From an optimization exercise on the open Yosys and OpenROAD flow, aimed at small area; shortcuts taken in it are not production practice.
The RTL was checked by simulation tests, not by an equivalence proof against the original design.
No activity file was given, so power comes from the tool's default toggle rates.

[design/flow/design.v]
module ppm_core (
    input  wire        clk,
    input  wire        rst,           
    input  wire        op_valid,
    input  wire [63:0] op_word,
    output reg         rsp_valid,
    output reg  [1:0]  rsp_status,
    output wire [31:0] rsp_data,
    output wire [1:0]  mode,          
    output wire [15:0] enc_reload,    
    output wire [31:0] err_count      
);
    localparam [1:0] S_OK = 2'd0, S_NOT_READY = 2'd1, S_OUT_OF_RANGE = 2'd2, S_NONE = 2'd3;
    reg [1:0]   mode_q;
    reg [1:0]   rsel_q;           
    reg [87:0]  bank_a;
    reg [87:0]  bank_b;
    reg         bz_q;             
    reg         si_neg_q;         
    reg [6:0]   si_q;
    reg [11:0]  acc_q;
    reg [17:0]  tslvf_q;
    reg [6:0]   pc_q;             
    reg [1:0]   noisy_q;
    reg [31:0]  fc_q;             
    reg [31:0]  ec_q;             
    reg [31:0]  lr_q;             
    reg [3:0]   cc_q;             
    reg         pcv_q;            
    reg [15:0]  pcap_q;           
    reg         ci_neg_q;         
    reg [2:0]   ci_q;
    reg [3:0]   na_q;             
    reg [14:0]  budget_q;
    reg [14:0]  reload_q;
    wire [3:0]  op     = op_word[63:60];
    wire        f_ovf  = op_word[59];
    wire        f_cpf  = op_word[58];
    wire [15:0] f_pm1  = op_word[31:16];
    wire [15:0] f_val  = op_word[15:0];
    wire is_dec = mode_q[0];
    wire is_enc = mode_q[1];
    wire is_uni = ~mode_q[0] & ~mode_q[1];
    wire op_lrx   = op_valid &  op[3];
    wire op_evt   = op_valid & ~op[3] & (op[2:0] == 3'd0);
    wire op_init  = op_valid & ~op[3] & (op[2:0] == 3'd1);
    wire op_nfa   = op_valid & ~op[3] & (op[2:0] == 3'd3);
    wire op_chw   = op_valid & ~op[3] & (op[2:0] == 3'd4);
    wire op_stage = op_valid & ~op[3] & (op[2:0] == 3'd5);
    wire op_swap  = op_valid & ~op[3] & (op[2:0] == 3'd6);
    wire op_ltx   = op_valid & ~op[3] & (op[2:0] == 3'd7);
    wire [2:0]  rd_idx = is_enc ? ci_q : op_word[2:0];
    wire [10:0] rd_raw = bank_b[rd_idx*11 +: 11];
    wire [11:0] rd_val = {1'b0, rd_raw} + 12'd750;
    wire        dev  = op_evt & is_dec & (f_ovf | f_cpf);
    wire [16:0] a17  = (f_ovf ? {1'b0, f_pm1} : 17'd0) + (f_cpf ? {1'b0, f_val} : 17'd0)
                       + {16'd0, f_ovf};
    wire [17:0] t18  = {1'b0, a17} - {2'b0, (pcv_q ? pcap_q : 16'd0)};
    wire [16:0] e    = t18[17] ? 17'd0 : t18[16:0];
    wire [12:0] acc_sum = {1'b0, acc_q} + {1'b0, e[11:0]};
    wire [11:0] acc_n   = (acc_sum[12] | (|e[16:12])) ? 12'hFFF : acc_sum[11:0];
    wire [18:0] ts_sum  = {1'b0, tslvf_q} + {2'b0, e};
    wire [17:0] ts_n    = ts_sum[18] ? 18'h3FFFF : ts_sum[17:0];
    wire        fc_nz   = |fc_q;
    wire        stale   = (ts_n >= 18'd200000) & fc_nz;
    wire        big     = acc_n >= 12'd2301;
    wire        term    = big & ~si_neg_q;
    wire        n_nz    = |si_q;
    wire        n_eq    = si_q == pc_q;
    wire        noisy_hi = noisy_q == 2'd3;
    wire        commit_c = n_eq & ~noisy_hi;
    wire        err_t    = ((pc_q != 7'd0) & ~n_eq) | noisy_hi;
    wire        chan     = ~big & ~si_neg_q & f_cpf;
    wire        short_p  = chan & (acc_n < 12'd750);
    wire        store_c  = chan & ~short_p;
    wire        d_term   = dev & term & n_nz;           
    wire        d_commit = d_term & commit_c;
    wire        d_ecinc  = dev & ((term & n_nz & ~commit_c & err_t) | short_p);
    wire        d_stale  = dev & stale;
    wire        d_store  = dev & store_c;
    wire [2:0]  s_idx    = (|si_q[6:3]) ? 3'd7 : si_q[2:0];
    wire [10:0] raw7     = bank_a[7*11 +: 11];
    wire [11:0] wsrc     = op_evt ? acc_n
                         : (f_val < 16'd850)  ? 12'd850
                         : (f_val > 16'd2200) ? 12'd2200 : f_val[11:0];
    wire [10:0] wdata    = wsrc - 12'd750;
    wire [11:0] jd       = {1'b0, wdata} - {1'b0, raw7};
    wire        jit      = jd[11] ? (jd <= 12'hDA8) : (jd >= 12'd600);    
    wire        noisy_inc = d_store & (|si_q[6:3]) & jit;
    wire        eev      = op_evt & is_enc & f_ovf;
    wire [11:0] w        = bz_q ? 12'd850 : rd_val;
    wire [14:0] bsub     = budget_q - {3'd0, w};
    wire        bgt      = budget_q > {3'd0, w};
    wire [3:0]  ci_inc   = {1'b0, ci_q} + 4'd1;
    wire        chw_ok   = is_dec & (op_word[7:3] == 5'd0) & ({1'b0, op_word[2:0]} < cc_q);
    wire        stage_ok = is_enc & (op_word[23:19] == 5'd0);
    wire        fc_new   = fc_q != lr_q;
    wire [2:0]  wa_idx   = op_evt ? s_idx : op_word[18:16];
    wire        wa_en    = d_store | (op_stage & stage_ok);
    wire        b_copy   = d_commit | (op_swap & is_enc);
    integer k;
    always @(posedge clk) begin
        for (k = 0; k < 8; k = k + 1) begin
            if ((wa_en & (wa_idx == k)) | op_init)
                bank_a[k*11 +: 11] <= wdata;
        end
        if (b_copy)
            bank_b <= bank_a;
    end
    always @(posedge clk) begin
        if (rst) begin
            mode_q    <= 2'd0;
            rsp_valid <= 1'b0;
        end else begin
            rsp_valid <= op_valid;
            if (op_init)
                mode_q <= op_word[1:0];
            else if (op_valid & ~op[3] & (op[2:0] == 3'd2))
                mode_q <= 2'd0;
        end
    end
    always @(posedge clk) begin
        rsp_status <= S_OK;
        rsel_q     <= 2'd0;
        if (op_ltx)
            rsp_status <= S_NONE;
        if (op_lrx)
            rsel_q <= 2'd3;
        if (op_nfa | op_chw | op_stage | op_swap) begin
            if (is_uni)
                rsp_status <= S_NOT_READY;
            else if ((op_nfa | op_chw) ? is_enc : is_dec)
                rsp_status <= S_OUT_OF_RANGE;
            else if (op_chw & ~chw_ok)
                rsp_status <= S_OUT_OF_RANGE;
            else if (op_stage & ~stage_ok)
                rsp_status <= S_OUT_OF_RANGE;
        end
        if (op_nfa & is_dec & fc_new)
            rsel_q <= 2'd1;
        if (op_chw & chw_ok & ~bz_q)
            rsel_q <= 2'd2;
    end
    always @(posedge clk) begin
        if (b_copy)
            bz_q <= 1'b0;
        else if (op_init | d_stale)
            bz_q <= 1'b1;
    end
    always @(posedge clk) begin
        if (op_init) begin
            si_neg_q <= 1'b1;
            acc_q    <= 12'd0;
            tslvf_q  <= 18'd0;
            pc_q     <= 7'd0;
            fc_q     <= 32'd0;
            ec_q     <= 32'd0;
            lr_q     <= 32'd0;
            cc_q     <= 4'd0;
            pcv_q    <= 1'b0;
        end else begin
            if (op_nfa & is_dec)
                lr_q <= fc_q;
            if (dev) begin
                acc_q   <= f_cpf ? 12'd0 : acc_n;
                tslvf_q <= d_commit ? 18'd0 : ts_n;
                if (f_ovf) pcv_q <= 1'b0;
                if (f_cpf) begin
                    pcv_q  <= 1'b1;
                    pcap_q <= f_val;
                end
                if (stale)
                    fc_q <= {31'd0, d_term};
                else if (d_term & ~(&fc_q))
                    fc_q <= fc_q + 32'd1;
                if (stale)
                    ec_q <= {31'd0, d_ecinc};
                else if (d_ecinc & ~(&ec_q))
                    ec_q <= ec_q + 32'd1;
                if (big) begin
                    si_neg_q <= 1'b0;
                    si_q     <= 7'd0;
                    noisy_q  <= 2'd0;
                    if (term & n_nz)
                        pc_q <= si_q;
                    if (d_commit)
                        cc_q <= (si_q > 7'd8) ? 4'd8 : si_q[3:0];
                end else if (short_p) begin
                    si_neg_q <= 1'b1;
                end else if (store_c) begin
                    if (~(&si_q))
                        si_q <= si_q + 7'd1;
                    if (noisy_inc & ~noisy_hi)
                        noisy_q <= noisy_q + 2'd1;
                end
            end
        end
    end
    always @(posedge clk) begin
        if (op_init) begin
            ci_neg_q <= 1'b1;
            na_q     <= 4'd0;
            budget_q <= 15'd20000;
            reload_q <= 15'd20000;
        end else begin
            if (op_swap & is_enc)
                na_q <= (op_word[7:3] != 5'd0) ? 4'd8 : {1'b0, op_word[2:0]};
            if (op_chw & chw_ok)
                reload_q <= {3'd0, rd_val};
            if (eev) begin
                if (ci_neg_q) begin
                    reload_q <= (budget_q > 15'd2301) ? budget_q : 15'd2301;
                    budget_q <= 15'd20000;
                    if (na_q != 4'd0) begin
                        ci_neg_q <= 1'b0;
                        ci_q     <= 3'd0;
                    end
                end else begin
                    reload_q <= {3'd0, w};
                    budget_q <= bgt ? bsub : 15'd0;
                    ci_q     <= ci_inc[2:0];
                    if (ci_inc >= na_q)
                        ci_neg_q <= 1'b1;
                end
            end
        end
    end
    assign mode       = mode_q;
    assign enc_reload = {1'b0, reload_q};
    assign err_count  = ec_q;
    assign rsp_data   = ({32{rsel_q == 2'd1}} & fc_q)
                      | ({32{rsel_q == 2'd2}} & {17'd0, reload_q})
                      | {31'd0, rsel_q == 2'd3};
endmodule
[design/flow/run.sh]
#!/bin/bash
# synth_recipe.tcl (not shown) runs the flow's synth.tcl, then flattens the netlist and writes it again
# the make line also repeats each setting of config.mk as NAME=value (left out here)
make -C /OpenROAD-flow-scripts/flow DESIGN_CONFIG=/design/flow/config.mk WORK_HOME=/design/flow/orfs CLKGATE_MAP_FILE= SYNTH_SCRIPT=/design/flow/synth_recipe.tcl finish
[design/flow/config.mk]
export PLATFORM = sky130hd
export DESIGN_NAME = ppm_core
export DESIGN_NICKNAME = ppm_core
export VERILOG_FILES = /design/flow/design.v
export SDC_FILE = /design/flow/constraint.sdc
export NUM_CORES = 4
export LEC_CHECK = 0
export ABC_AREA = 1
export CAP_MARGIN = 20
export CORE_MARGIN = 2
export CORE_UTILIZATION = 65
export PLACE_DENSITY = 0.75
export SLEW_MARGIN = 20
[design/flow/constraint.sdc]
create_clock -name core_clock -period 15.0 [get_ports {clk}]
set_input_delay 3.0000 -clock core_clock [delete_from_list [all_inputs] [get_ports {clk}]]
set_output_delay 3.0000 -clock core_clock [all_outputs]
set_load 0.01 [all_outputs]
==> summary.txt <==
* Postcts setup bufs at 0
* Reg2Reg Depth at 40
* Post-Place Worst Slack at 2070 ps
* Worst path most repeated cell: nand2_1
* TritonCTS sink count at 386
* Reg2reg start: pcv_q$_SDFFE_PP0P_
* Yosys cell types at 64
* Yosys warns at 1
* Clk pwr share at 39.6%
* Share of power burned in combinational logic at 17.0%
* Post-CTS Hold Buffers at 0
* Finished Layout Cells at 3366
* R2R Path End: noisy_q[0]$_SDFFCE_PN0P_
* Overall power at 2.67 mW
* Commonest non-fill, non-tap cells in the layout: 566 x nand2_1, 321 x nor2_1, 315 x inv_1
* Dpl cell area at 23700 sq um
* Gr usage total at 34.1%
* Async S/R FF share, synth at 0%
* Simple logic cell fraction of the synthesized area at 24.5%
* TritonCTS clock tree: built
* Antenna violations before repair at 1
* Drt pass-1 iters at 6
* Fin area at 25200 sq um
* DIE AREA at 35700 sq um
* Worst-path fanout max at 19
* Outcome: complete, no violations
* CTS Buffer Depth at 3
* Total CTS buffers at 40
* Internal power at 1.88 mW
* Setup Crit Path Kind: input port to flop
* Synth Flop Type: edfxtp_1
* Pwr Density at 106 nW/um^2
* Peak supply drop at 0.126 mV
* Cell family with the largest share of critical-path delay: simple AND/OR/NAND/NOR gates
* Cell count after synthesis at 2801
* Post-Syn Area at 22200 sq um
* Largest family of logic cells by synthesized area: simple AND/OR/NAND/NOR gates
* Area Growth Syn to Fin at 13.3%
* Placer Congestion at 0.999
* Worst hold margin at 409 ps
* # fillers at 2528
* Worst setup EP type: flop
* Initial DRC count at 1922
* Share of cells above drive strength 1 at 5.35%
* FMAX at 80.5 MHz
* Hold WC Path Type: flop to flop
* Crit-path slowest cell: clkdlybuf4s50_1
* Post-synth EDFFs at 204
* Die Height at 189 um
* Leading cell type in the layout, fill and taps excluded: nand2_1
* Final Skew at 24.2 ps
* Setup violators final at 0
* Largest net degree at the start of global routing at 90
* Core Footprint at 33600 sq um
* Row count at 67
* Synth Area in Adders at 6.34%
* Root buf cell: clkbuf_16
* Least-Margin Pin Slew at 1010 ps
* Antenna Cells at 0
* Period minus WS final at 12420 ps
* I/O pins at 152
* Final critical-path share of the clock period at 82.8%
* Vias post-DR at 20.1k
* Fin. Hold Viols at 0
* #FFs+latches synth at 386
* Setup TNS at 0 ps
* Synth Area in Compound Gates at 12.8%
* WL/cell at 18.1 um
* Initial Util at 66.1%
* Crit path DAT at 12710 ps
* Register share of total power at 43.4%
* Post-synthesis mux area share at 0%
* Post-Syn Area per Cell at 7.93 sq um
* Final net count at 3053
* H-Tree Depth at 2
* Reg2Reg Setup Slack at 5520 ps
* DR DRC count at 0
* Post-route setup slack at 2580 ps
* Switch share at 29.3%
* Total Routed Length at 61.0 mm
* Levels on crit path at 43
* Fin util at 74.9%
* Final Max Tran Viols at 0
* Post-CTS Resized at 0
* First-pass GRT wire length at 97.4 mm
* Crit path capture: noisy_q[0]$_SDFFCE_PN0P_
* WHS Path Cells at 0
* Buf/Inv on CP at 8
* Clk pin slew, worst setup/hold paths at 60 ps
* I/O Buffers at 124
* Vias per cell at 5.96
* Placed Instances at 3290
* Slowest Stage Delay on Critical Path at 1030 ps
* Relative slew slack at 32.0%
* Vias in the first global route at 19.2k
* DP HPWL at 43.3 mm
* Mapped Nets at 2968
* Chip width at 189 um
* Worst setup SP type: input port
* Hold_sp: bank_a[55]$_DFFE_PP_
* Max Cap Viol at 0
* Global route overflow at 0
* Synth Area in XOR/XNOR at 4.72%
* RSZ-0062 raised after global routing: false
* ANT nets after route at 0
* Clock latency (worst-skew pair) at 570 ps
* Crit path from: op_word[59]
* Req. time, crit path at 15290 ps
* LEAKAGE at 10.1 nW
* NetSw at 781 uW
* Sequential-to-total area share from yosys stat at 44.0%
-- flip-flops by register name, indices dropped and copies added (netlist names), 7 cells and up --
signal	count
pcap_q	16
tslvf_q	18
bank_a	88
bank_b	88
reload_q	15
pc_q	7
budget_q	15
fc_q	32
si_q	7
ec_q	32
acc_q	12
lr_q	32
-- worst min-delay path by stage --
| stage | end | slack, ps |
|---|---|---|
| after floorplan | bank_b[0]$_DFFE_PP_ | 400 |
| after global placement | bank_b[72]$_DFFE_PP_ | 400 |
| after detailed placement | bank_b[1]$_DFFE_PP_ | 400 |
| after CTS | bank_b[55]$_DFFE_PP_ | 410 |
| after global routing | bank_b[47]$_DFFE_PP_ | 420 |
| final | bank_b[55]$_DFFE_PP_ | 410 |
-- power by group through the flow --
stage	logic (mW)	registers (mW)	clock network, mW
2_1_floorplan	0.317	1.17	0
6_report	0.454	1.16	1.06
3_5_place_dp	0.445	1.18	0
3_3_place_gp	0.432	1.18	0
5_1_grt	0.508	1.16	1.10
4_1_cts	0.449	1.16	1.06
-- synth_stat cells (10+ instances only) --
library cell / number / area share [%]
inv_2: 13 / 0.22
ha_1: 79 / 4.4
nand2_2: 14 / 0.39
o21ai_0: 189 / 4.3
nand4_1: 65 / 1.8
nor3_1: 59 / 1.3
clkbuf_1: 69 / 1.2
nand2_1: 567 / 9.6
buf_2: 10 / 0.23
xor2_1: 70 / 2.8
dfxtp_1: 182 / 16
edfxtp_1: 204 / 28
a21oi_1: 237 / 5.3
nand3_1: 137 / 3.1
xnor2_1: 48 / 1.9
inv_1: 316 / 5.3
nor4_1: 28 / 0.79
fa_1: 21 / 1.9
nor2_1: 323 / 5.5
o22ai_1: 19 / 0.53
-- metal layers --
layer	vias up	part of all wire (%)	track usage, %
li1	9583	-	-
met1	9416	41	45.1
met2	903	48	57.6
met3	153	8.4	4.78
met4	2	2.8	11.8
met5	-	0.021	0
-- cell type report --
cell class	instances	area, sq um	share of cell area, %
Tap cell	448	561	2.23
Clock buffer	43	1020	4.06
Timing Repair Buffer	137	1370	5.45
Clock inverter	31	373	1.48
Multi-Input combinational cell	1987	10800	43.0
Sequential cell	386	9770	38.8
Inverter	334	1260	4.99
-- worst reg2reg max path: cells and delay by family, from the launching register on --
kind                     cells  cell delay [ps]
buffers and inverters        7             1030
AND/OR/NAND/NOR             19             2620
flip-flops                   1              720
AO/OA/AOI/OAI                7             2630
XOR/XNOR                     2              390
adder cells (fa/ha/maj)      5             1850
-- kinds of logic (layout without fill, tap and decap cells) --
| logic type | after synthesis | in the layout |
|---|---|---|
| simple gates | 1246 | 1246 |
| compound gates | 521 | 521 |
| buf+inv | 428 | 545 |
| flops | 386 | 386 |
| xor+xnor | 119 | 119 |
| fa+ha+maj | 100 | 100 |
| other cells | 1 | 1 |

-- static timing again, ports no longer ideal --
The flow's constraints put no driver on any port. The routed layout listed below was extracted and timed again, unchanged, in two steps.
Step 1, drivers: a clkbuf_16 drives clk and a buf_2 each remaining input, both assumed.
Step 2 moves the port delays by t, midway between the first and last clock arrival at a register: inputs arrive t later, outputs are due t later. That takes back most of the time a late clock gives input paths.
Slacks: no drivers / after step 1 / after step 2; pairs: no drivers / after step 1.
shift t [ns]: 0.619
setup WS [ns]: 2.582 / 2.618 / 1.998
worst setup path after step 2: input to register
latest minus earliest clock arrival (ns): 0.025 / 0.025
worst data-port slew with drivers (ns): 0.08
After both steps setup and hold are still met in this run. For this run, drivers alone change the setup slack by +0.036 ns; drivers and shift together by -0.584 ns.
